Source: an optimization exercise on an open RTL-to-GDS flow (aim: small area, a short achievable clock period and few clock cycles per item). Production flows keep margins and buffers that such runs may drop. Function was checked by simulation only, so behaviour that the tests miss may differ from the original.

==> inputs of v5 <==
## mdsb
module mdsb (
    input  wire        clk,
    input  wire        rst,
    input  wire        cmd_valid,
    output wire        cmd_ready,
    input  wire [63:0] cmd,
    output reg         rsp_valid,
    output wire [63:0] rsp
);
    localparam [31:0] ONE = 32'h8000_0000;
    localparam [1:0] ENV_IDLE = 2'd0, ENV_ATTACK = 2'd1, ENV_RELEASE = 2'd2;
    localparam [1:0] MP_STATUS = 2'd0, MP_DATA1 = 2'd1, MP_DATA2 = 2'd2;
    localparam [2:0] DS_IDLE = 3'd0, DS_MUL = 3'd1, DS_XF = 3'd2, DS_DL = 3'd3,
                     DS_PRE  = 3'd4, DS_DIV = 3'd5, DS_FIN = 3'd6;
    reg [1:0]  env_phase;
    reg [31:0] env_out;
    reg [31:0] env_arate;
    reg        arate_set;
    reg [31:0] env_rrate;
    reg        rrate_set;
    reg [31:0] osc_phase;
    reg [23:0] osc_sr;
    reg        sr_set;
    reg [31:0] osc_freq;
    reg        freq_set;
    reg [31:0] osc_delta;
    wire       delta_set = sr_set & freq_set;
    reg [31:0] rb_mem [0:15];
    reg [3:0]  rb_head;
    reg [3:0]  rb_tail;
    reg [4:0]  rb_size;
    reg [1:0]  mp_state;
    reg [7:0]  mp_status;
    reg [6:0]  mp_data1;
  ...
clock: 15.0 ns
lec_check: 0
cap_margin: 20
core_margin: 2
core_utilization: 40
slew_margin: 20
synth_memory_max_bits: 16384
standard.sh (not shown) runs the stock make flow with config.mk's settings and CLKGATE_MAP_FILE= SYNTH_SCRIPT=/design/flow/synth_recipe.tcl, a recipe that flattens the netlist after the stock synthesis.
==> flow/flow/run.sh <==
#!/bin/bash
set -euo pipefail
bash standard.sh SETUP_SLACK_MARGIN=10 finish > flow_make.log 2>&1
==> inputs of v33, as changes to v5 <==
--- a/flow/design.v
+++ b/flow/design.v
@@ -166,70 +166,60 @@
     reg [4:0]  rb_size;
     reg [1:0]  mp_state;
     reg [7:0]  mp_status;
     reg [6:0]  mp_data1;
     reg [15:0] mq_mem [0:7];
     reg [2:0]  mq_head;
     reg [2:0]  mq_tail;
     reg [3:0]  mq_size;
-    reg [7:0]  c_op;         
-    reg        c_legal;      
-    reg        c_snz;        
-    reg [47:0] c_opnd;       
+    reg [63:0] c;
     reg        cv;
     reg        rdy;
     reg        c_div, c_envd, c_oscd, c_step;
     assign cmd_ready = rdy;
     wire [7:0] iop    = cmd[63:56];
     wire       i_div  = (iop == 8'h12) | (iop == 8'h13) | (iop == 8'h21) | (iop == 8'h22);
     wire       i_envd = (iop == 8'h10) | (iop == 8'h15) | (iop == 8'h16);
     wire       i_oscd = (iop == 8'h20) | (iop == 8'h24);
     wire       i_step = (iop == 8'h20);
-    wire [47:0] iopnd = cmd[47:0];
-    wire        iz0 = (iopnd[7:0]   == 8'd0);
-    wire        iz1 = (iopnd[15:8]  == 8'd0);
-    wire        iz2 = (iopnd[23:16] == 8'd0);
-    wire        iz3 = (iopnd[31:24] == 8'd0);
-    wire        iz4 = (iopnd[47:32] == 16'd0);
-    reg         i_legal;
-    always @(*) begin
-        case (iop)
-            8'h00, 8'h01, 8'h10, 8'h11, 8'h14, 8'h15, 8'h16,
-            8'h20, 8'h23, 8'h24, 8'h31, 8'h33, 8'h34,
-            8'h41, 8'h42, 8'h43:       i_legal = iz0 & iz1 & iz2 & iz3 & iz4;
-            8'h12, 8'h13:              i_legal = 1'b1;
-            8'h21:                     i_legal = iz3 & iz4;
-            8'h22, 8'h30:              i_legal = iz4;
-            8'h32:                     i_legal = iz2 & iz3 & iz4;
-            8'h40:                     i_legal = iz1 & iz2 & iz3 & iz4;
-            default:                   i_legal = 1'b0;
-        endcase
-        if (cmd[55:48] != 8'd0)
-            i_legal = 1'b0;
-    end
-    wire        i_snz = ~(iz0 & iz1 & iz2);
     reg  [2:0] ds;
     reg        dk_osc;       
     reg        dk_rr;        
     wire       busy     = (ds != DS_IDLE);
     wire       pend_env = busy & ~dk_osc;
     wire       pend_osc = busy & dk_osc;
     reg        ych1, ych2;
     wire       y_ok = ~ych1 & ~ych2;
     wire stall = (c_div & busy) | (c_envd & pend_env) | (c_oscd & pend_osc) | (c_step & ~y_ok);
     wire exec  = cv & ~stall;
-    wire [7:0]  op    = c_op;
-    wire        legal = c_legal;
-    wire [47:0] opnd  = c_opnd;
-    wire [23:0] op_s  = opnd[23:0];
-    wire [31:0] op_w  = opnd[31:0];
-    wire [7:0]  op_b  = opnd[7:0];
+    wire [7:0]  op   = c[63:56];
+    wire [7:0]  rsv  = c[55:48];
+    wire [47:0] opnd = c[47:0];
+    wire [23:0] op_s = opnd[23:0];
+    wire [31:0] op_w = opnd[31:0];
+    wire [7:0]  op_b = opnd[7:0];
+    reg legal;
+    always @(*) begin
+        case (op)
+            8'h00, 8'h01, 8'h10, 8'h11, 8'h14, 8'h15, 8'h16,
+            8'h20, 8'h23, 8'h24, 8'h31, 8'h33, 8'h34,
+            8'h41, 8'h42, 8'h43:       legal = (opnd == 48'd0);
+            8'h12, 8'h13:              legal = 1'b1;
+            8'h21:                     legal = (opnd[47:24] == 24'd0);
+            8'h22, 8'h30:              legal = (opnd[47:32] == 16'd0);
+            8'h32:                     legal = (opnd[47:16] == 32'd0);
+            8'h40:                     legal = (opnd[47:8] == 40'd0);
+            default:                   legal = 1'b0;
+        endcase
+        if (rsv != 8'd0)
+            legal = 1'b0;
+    end
     wire ex   = exec & legal;
-    wire s_nz = c_snz;
+    wire s_nz = (op_s != 24'd0);
     wire x_sysrst  = ex & (op == 8'h01);
     wire x_oscstep = ex & (op == 8'h20) & delta_set;
     wire x_rate    = ex & ((op == 8'h12) | (op == 8'h13)) & s_nz;
     wire x_delta   = ex & (((op == 8'h21) & s_nz & freq_set) | ((op == 8'h22) & sr_set));
     wire        env_att = (env_phase == ENV_ATTACK);
     wire [32:0] env_sum = {1'b0, env_out} + {1'b0, env_att ? env_arate : ~env_rrate} + {32'd0, ~env_att};
     wire        env_up_hit = env_sum[32] | env_sum[31];
     wire        env_dn_hit = (env_out <= env_rrate);
@@ -264,37 +254,31 @@
     wire [31:0] osc_phase_d   = x_oscstep ? osc_phase_sum :
                                 x_sysrst  ? 32'd0 : osc_phase;
     wire [15:0] rom_qa;
     wire [9:0]  rom_d;
     mdsb_qrom u_rom (.a(osc_phase_d[30:24]), .qa(rom_qa), .d(rom_d));
     reg [15:0] ya_qa;
     reg [9:0]  ya_d;
     reg        ya_n1, ya_n2;
-    reg [21:0] yb_hi;        
-    reg [9:0]  yb_lo;        
-    reg        yb_lnz;       
+    reg [9:0]  yb_f;
+    reg        yb_st;
     reg [16:0] y_r;
-    wire [21:0] yb_phi = ya_d * osc_phase[23:12];
-    wire [21:0] yb_plo = ya_d * osc_phase[11:0];
-    wire [21:0] yc_s   = yb_hi + {12'd0, yb_lo};
-    wire [9:0]  yc_f   = yc_s[21:12];                          
-    wire        yc_st  = yb_lnz | (yc_s[11:0] != 12'd0);       
-    wire [10:0] yc_h   = {1'b0, yc_f} - {10'd0, ya_n2 & ~yc_st};
-    wire [10:0] yc_g   = yc_h ^ {11{ya_n2}};
-    wire [16:0] yc_y   = ({1'b0, ya_qa} ^ {17{ya_n1}}) + {{6{yc_g[10]}}, yc_g} + {16'd0, ya_n1};
+    wire [33:0] yb_x = ya_d * osc_phase[23:0];
+    wire [10:0] yc_h = {1'b0, yb_f} - {10'd0, ya_n2 & ~yb_st};
+    wire [10:0] yc_g = yc_h ^ {11{ya_n2}};
+    wire [16:0] yc_y = ({1'b0, ya_qa} ^ {17{ya_n1}}) + {{6{yc_g[10]}}, yc_g} + {16'd0, ya_n1};
     always @(posedge clk) begin
-        ya_qa  <= rom_qa;
-        ya_d   <= rom_d;
-        ya_n1  <= osc_phase_d[31];
-        ya_n2  <= osc_phase_d[31] ^ osc_phase_d[30];
-        yb_hi  <= yb_phi;
-        yb_lo  <= yb_plo[21:12];
-        yb_lnz <= (yb_plo[11:0] != 12'd0);
-        y_r    <= yc_y;
+        ya_qa <= rom_qa;
+        ya_d  <= rom_d;
+        ya_n1 <= osc_phase_d[31];
+        ya_n2 <= osc_phase_d[31] ^ osc_phase_d[30];
+        yb_f  <= yb_x[33:24];
+        yb_st <= (yb_x[23:0] != 24'd0);
+        y_r   <= yc_y;
     end
     wire ych1_d = rst | x_oscstep | x_sysrst;
     always @(posedge clk) begin
         ych1 <= ych1_d;
         ych2 <= rst | ych1;
     end
     reg [40:0] R;
     reg [40:0] Dv;
@@ -302,16 +286,21 @@
     reg [4:0]  cnt;
     reg        ovf, sat, lead;
     wire dmul = (ds == DS_MUL);
     wire [42:0] st1_b   = dmul ? (Q[31] ? {2'b00, Dv} : 43'd0) : ~{2'b00, Dv};
     wire [42:0] st1_sum = {1'b0, R, dmul ? 1'b0 : Q[31]} + st1_b + {42'd0, ~dmul};
     wire        st1_q   = ~st1_sum[42] & ~ovf;
     wire [40:0] st1_r   = (dmul | st1_q) ? st1_sum[40:0] : {R[39:0], Q[31]};
     wire        st1_ov  = ovf | (dmul & (st1_sum[42] | st1_sum[41]));
+    wire [42:0] st2_b   = dmul ? (Q[30] ? {2'b00, Dv} : 43'd0) : ~{2'b00, Dv};
+    wire [42:0] st2_sum = {1'b0, st1_r, dmul ? 1'b0 : Q[30]} + st2_b + {42'd0, ~dmul};
+    wire        st2_q   = ~st2_sum[42] & ~st1_ov;
+    wire [40:0] st2_r   = (dmul | st2_q) ? st2_sum[40:0] : {st1_r[39:0], Q[30]};
+    wire        st2_ov  = st1_ov | (dmul & (st2_sum[42] | st2_sum[41]));
     wire        fhi_lt_s = ({8'd0, osc_freq[31:16]} < osc_sr);
     wire        skip8    = lead & (Q[31:24] == 8'd0) & (cnt[4:3] != 2'd0);
     wire [31:0] rate_q1  = Q + {31'd0, (R != 41'd0)};
     always @(posedge clk) begin
         if (rst) begin
             ds <= DS_IDLE;
         end else begin
             case (ds)
@@ -332,61 +321,61 @@
                     end
                 end
                 DS_MUL: begin
                     if (skip8) begin
                         Q   <= {Q[23:0], 8'd0};
                         cnt <= cnt - 5'd8;
                         if (cnt == 5'd8) ds <= DS_XF;
                     end else begin
-                        R    <= st1_r;
-                        ovf  <= st1_ov;
-                        Q    <= {Q[30:0], 1'b0};
-                        lead <= lead & ~Q[31];
-                        cnt  <= cnt - 5'd1;
-                        if (cnt == 5'd1) ds <= DS_XF;
+                        R    <= st2_r;
+                        ovf  <= st2_ov;
+                        Q    <= {Q[29:0], 2'b00};
+                        lead <= lead & ~Q[31] & ~Q[30];
+                        cnt  <= cnt - 5'd2;
+                        if (cnt == 5'd2) ds <= DS_XF;
                     end
                 end
                 DS_XF: begin
                     Dv  <= R;
                     R   <= 41'd500;
                     Q   <= 32'd0;
                     sat <= ~ovf & (R <= 41'd1000);
-                    cnt <= 5'd0;
+                    cnt <= 5'd16;
                     ds  <= DS_DIV;
                 end
                 DS_DL: begin
                     Dv  <= {17'd0, osc_sr};
                     ovf <= 1'b0;
                     if (fhi_lt_s) begin
                         R   <= {25'd0, osc_freq[31:16]};
                         Q   <= {osc_freq[15:0], 16'd0};
-                        cnt <= 5'd0;
+                        cnt <= 5'd16;
                         ds  <= DS_DIV;
                     end else begin
                         R   <= 41'd0;
                         Q   <= {osc_freq[31:16], 16'd0};
-                        cnt <= 5'd16;
+                        cnt <= 5'd8;
                         ds  <= DS_PRE;
                     end
                 end
                 DS_PRE: begin
-                    R   <= st1_r;
+                    R   <= st2_r;
                     cnt <= cnt - 5'd1;
                     if (cnt == 5'd1) begin
                         Q   <= {osc_freq[15:0], 16'd0};
-                        cnt <= 5'd0;
+                        cnt <= 5'd16;
                         ds  <= DS_DIV;
                     end else begin
-                        Q   <= {Q[30:0], st1_q};
+                        Q   <= {Q[29:0], st1_q, st2_q};
                     end
                 end
                 DS_DIV: begin
-                    R   <= st1_r;
-                    Q   <= {Q[30:0], st1_q};
+                    R   <= st2_r;
+                    Q   <= {Q[29:0], st1_q, st2_q};
                     cnt <= cnt - 5'd1;
                     if (cnt == 5'd1) ds <= DS_FIN;
                 end
                 default: begin  
                     ds <= DS_IDLE;
                 end
             endcase
             if (x_sysrst)
@@ -409,20 +398,17 @@
         if (rst) begin
             cv  <= 1'b0;
             rdy <= 1'b1;
         end else begin
             cv  <= cv_n;
             rdy <= ~(cv_n & stall_n);
         end
         if (rdy) begin
-            c_op    <= iop;
-            c_legal <= i_legal;
-            c_snz   <= i_snz;
-            c_opnd  <= iopnd;
+            c      <= cmd;
             c_div  <= i_div;
             c_envd <= i_envd;
             c_oscd <= i_oscd;
             c_step <= i_step;
         end
     end
     wire [3:0] b_hi      = op_b[7:4];
     wire       b_recog   = (b_hi == 4'h8) || (b_hi == 4'h9) || (b_hi == 4'hA) ||
==> flow/run.sh (new file) <==
#!/bin/bash
# synth_recipe.tcl (not shown) runs the flow's synth.tcl, then flattens the netlist and writes it again
# the make line also repeats each setting of config.mk as NAME=value (left out here)
make -C /OpenROAD-flow-scripts/flow DESIGN_CONFIG=/design/flow/config.mk WORK_HOME=/design/flow/orfs CLKGATE_MAP_FILE= SYNTH_SCRIPT=/design/flow/synth_recipe.tcl finish
removed: flow/flow/run.sh
removed: flow/standard.sh
==> inputs of v31, as changes to v5 <==
--- a/flow/design.v
+++ b/flow/design.v
@@ -270,22 +270,20 @@
     reg [9:0]  ya_d;
     reg        ya_n1, ya_n2;
     reg [21:0] yb_hi;        
     reg [9:0]  yb_lo;        
     reg        yb_lnz;       
     reg [16:0] y_r;
     wire [21:0] yb_phi = ya_d * osc_phase[23:12];
     wire [21:0] yb_plo = ya_d * osc_phase[11:0];
-    wire [21:0] yc_s   = yb_hi + {12'd0, yb_lo};
-    wire [9:0]  yc_f   = yc_s[21:12];                          
-    wire        yc_st  = yb_lnz | (yc_s[11:0] != 12'd0);       
-    wire [10:0] yc_h   = {1'b0, yc_f} - {10'd0, ya_n2 & ~yc_st};
-    wire [10:0] yc_g   = yc_h ^ {11{ya_n2}};
-    wire [16:0] yc_y   = ({1'b0, ya_qa} ^ {17{ya_n1}}) + {{6{yc_g[10]}}, yc_g} + {16'd0, ya_n1};
+    wire [28:0] yc_t = {({1'b0, ya_qa} ^ {17{ya_n1}}), 12'd0} + {16'd0, ya_n1, 12'd0} +
+                       {{7{ya_n2}}, yb_hi ^ {22{ya_n2}}} + {{19{ya_n2}}, yb_lo ^ {10{ya_n2}}} +
+                       {27'd0, ya_n2 & ~yb_lnz, ya_n2 & yb_lnz};
+    wire [16:0] yc_y = yc_t[28:12];
     always @(posedge clk) begin
         ya_qa  <= rom_qa;
         ya_d   <= rom_d;
         ya_n1  <= osc_phase_d[31];
         ya_n2  <= osc_phase_d[31] ^ osc_phase_d[30];
         yb_hi  <= yb_phi;
         yb_lo  <= yb_plo[21:12];
         yb_lnz <= (yb_plo[11:0] != 12'd0);
@@ -306,16 +304,19 @@
     wire [42:0] st1_sum = {1'b0, R, dmul ? 1'b0 : Q[31]} + st1_b + {42'd0, ~dmul};
     wire        st1_q   = ~st1_sum[42] & ~ovf;
     wire [40:0] st1_r   = (dmul | st1_q) ? st1_sum[40:0] : {R[39:0], Q[31]};
     wire        st1_ov  = ovf | (dmul & (st1_sum[42] | st1_sum[41]));
     wire        fhi_lt_s = ({8'd0, osc_freq[31:16]} < osc_sr);
     wire        skip8    = lead & (Q[31:24] == 8'd0) & (cnt[4:3] != 2'd0);
     wire [31:0] rate_q1  = Q + {31'd0, (R != 41'd0)};
     always @(posedge clk) begin
+        R   <= st1_r;
+        Q   <= {Q[30:0], st1_q};
+        cnt <= cnt - 5'd1;
         if (rst) begin
             ds <= DS_IDLE;
         end else begin
             case (ds)
                 DS_IDLE: begin
                     if (x_rate) begin
                         ds     <= DS_MUL;
                         dk_osc <= 1'b0;
- CORE_UTILIZATION: 40 -> 55
- CTS_CLUSTER_DIAMETER: unset -> 70
- CTS_CLUSTER_SIZE: unset -> 25
==> inputs of v7, as changes to v5 <==
--- a/flow/design.v
+++ b/flow/design.v
@@ -306,16 +306,19 @@
     wire [42:0] st1_sum = {1'b0, R, dmul ? 1'b0 : Q[31]} + st1_b + {42'd0, ~dmul};
     wire        st1_q   = ~st1_sum[42] & ~ovf;
     wire [40:0] st1_r   = (dmul | st1_q) ? st1_sum[40:0] : {R[39:0], Q[31]};
     wire        st1_ov  = ovf | (dmul & (st1_sum[42] | st1_sum[41]));
     wire        fhi_lt_s = ({8'd0, osc_freq[31:16]} < osc_sr);
     wire        skip8    = lead & (Q[31:24] == 8'd0) & (cnt[4:3] != 2'd0);
     wire [31:0] rate_q1  = Q + {31'd0, (R != 41'd0)};
     always @(posedge clk) begin
+        R   <= st1_r;
+        Q   <= {Q[30:0], st1_q};
+        cnt <= cnt - 5'd1;
         if (rst) begin
             ds <= DS_IDLE;
         end else begin
             case (ds)
                 DS_IDLE: begin
                     if (x_rate) begin
                         ds     <= DS_MUL;
                         dk_osc <= 1'b0;
- CORE_UTILIZATION: 40 -> 55
- CTS_CLUSTER_DIAMETER: unset -> 70
- CTS_CLUSTER_SIZE: unset -> 25
==> flow_metrics.env <==
export IMPL_yosys_register_bits=1199
export IMPL_final_setup_skew_ns=0.04600
export IMPL_synth_cell_types=107
export IMPL_synthTopCellsByArea="edfxtp_1 (42%), dfxtp_1 (6.3%), ha_1 (5.9%)"
export IMPL_ys_seq_area_share_pct=48.66
export IMPL_seq_cells=1199
export IMPL_status="finished clean"
export IMPL_hold_ws_ns=0.4768
export IMPL_rr_worst_depth=34
export IMPL_cp_max_fo=51
-- figures above: v33

==> flow_metrics.env <==
export IMPL_grt_pass1_wl_mm=310.6
export IMPL_wl_met2_mm=94.93
export IMPL_synthTopCellsByArea="edfxtp_1 (40%), dfxtp_1 (9.4%), ha_1 (6.2%)"
export IMPL_status="finished clean"
export IMPL_cp_max_fo=3
export IMPL_regMostFlops="rb_mem"
export IMPL_hold_ws_ns=0.4132
export IMPL_critPathBufInv=1
export IMPL_ys_seq_area_share_pct=49.28
export IMPL_rr_worst_depth=27
export IMPL_drtPass1Iterations=9
export IMPL_cap_violations=0
export IMPL_area_dominant_class="flip-flops and latches"
export IMPL_seq_cells=1215
export IMPL_leakage_nw=28.23
-- figures above: v7

==> flow_metrics.env <==
export IMPL_cts_tree="yes"
export IMPL_busiest_layer="met2"
export IMPL_ys_seq_area_share_pct=49.97
export IMPL_dr_wl_met3_mm=15.50
export IMPL_synthTopCellsByArea="edfxtp_1 (43%), dfxtp_1 (7.1%), ha_1 (6.1%)"
export IMPL_status="finished clean"
export IMPL_rr_worst_depth=30
export IMPL_hold_ws_ns=0.4689
export IMPL_synth_cell_types=96
export IMPL_yosys_register_bits=1215
export IMPL_setup_ws_ns=9.468
-- figures above: v5

==> flow_metrics.env <==
export IMPL_pin_count=133
export IMPL_rr_worst_depth=27
export IMPL_tightestPinTransition_ns=1.121
export IMPL_seq_cells=1215
export IMPL_final_setup_skew_ns=0.06603
export IMPL_area_dominant_class="multi-input combinational cells"
export IMPL_io_buffers=106
export IMPL_synthTopCellsByArea="edfxtp_1 (40%), dfxtp_1 (9.3%), ha_1 (6.8%)"
export IMPL_synth_edf_count=899
export IMPL_vdd_drop_max_mv=0.1327
export IMPL_sh_seq_area_pct=43.41
export IMPL_crit_end="yb_lnz$_DFF_P_"
export IMPL_busiest_layer="met2"
export IMPL_min_from="ych1$_DFF_P_"
export IMPL_cp_max_fo=5
export IMPL_status="finished clean"
export IMPL_synth_cell_types=107
export IMPL_clkCellAreaFrac_pct=4.421
export IMPL_yosys_register_bits=1215
export IMPL_nNonClkInverters=291
export IMPL_coreArea_um2=123500
-- figures above: v31

Testbench counts of v5, summed over its fixed seeds: cycles 35,121, items 25,460.
Testbench counts of v33, summed over its fixed seeds: cycles 35,121, items 25,460.
Testbench counts of v31, summed over its fixed seeds: cycles 35,121, items 25,460.
Testbench counts of v7, summed over its fixed seeds: cycles 35,121, items 25,460.

## port drivers added, routing unchanged
How much do the figures lean on ideal ports? The routed layouts below were timed once more, with nothing changed but the port constraints.
Step 1, drivers: a clkbuf_16 drives clk and a buf_2 each remaining input, both assumed.
Step 2 moves the port delays by t, midway between the first and last clock arrival at a register: inputs arrive t later, outputs are due t later. That takes back most of the time a late clock gives input paths.
Slacks: ideal ports / drivers / drivers and shift; pairs: ideal ports / drivers.
| run | t, ns | setup slack, ns | clock arrival spread, ns | worst slew at a driven data input, ns |
|---|---|---|---|---|
| v5 | 0.878 | 9.468 / 9.468 / 9.388 | 0.067 / 0.068 | 0.10 |
| v33 | 0.873 | 3.644 / 3.644 / 3.644 | 0.051 / 0.051 | 0.09 |
| v31 | 0.822 | 9.768 / 9.768 / 9.362 | 0.071 / 0.071 | 0.14 |
| v7 | 0.774 | 9.515 / 9.515 / 9.467 | 0.073 / 0.072 | 0.11 |
After both steps every run listed still meets setup and hold. For v31, which loses most, drivers alone change the setup slack by 0.000 ns; drivers and shift together by -0.406 ns.
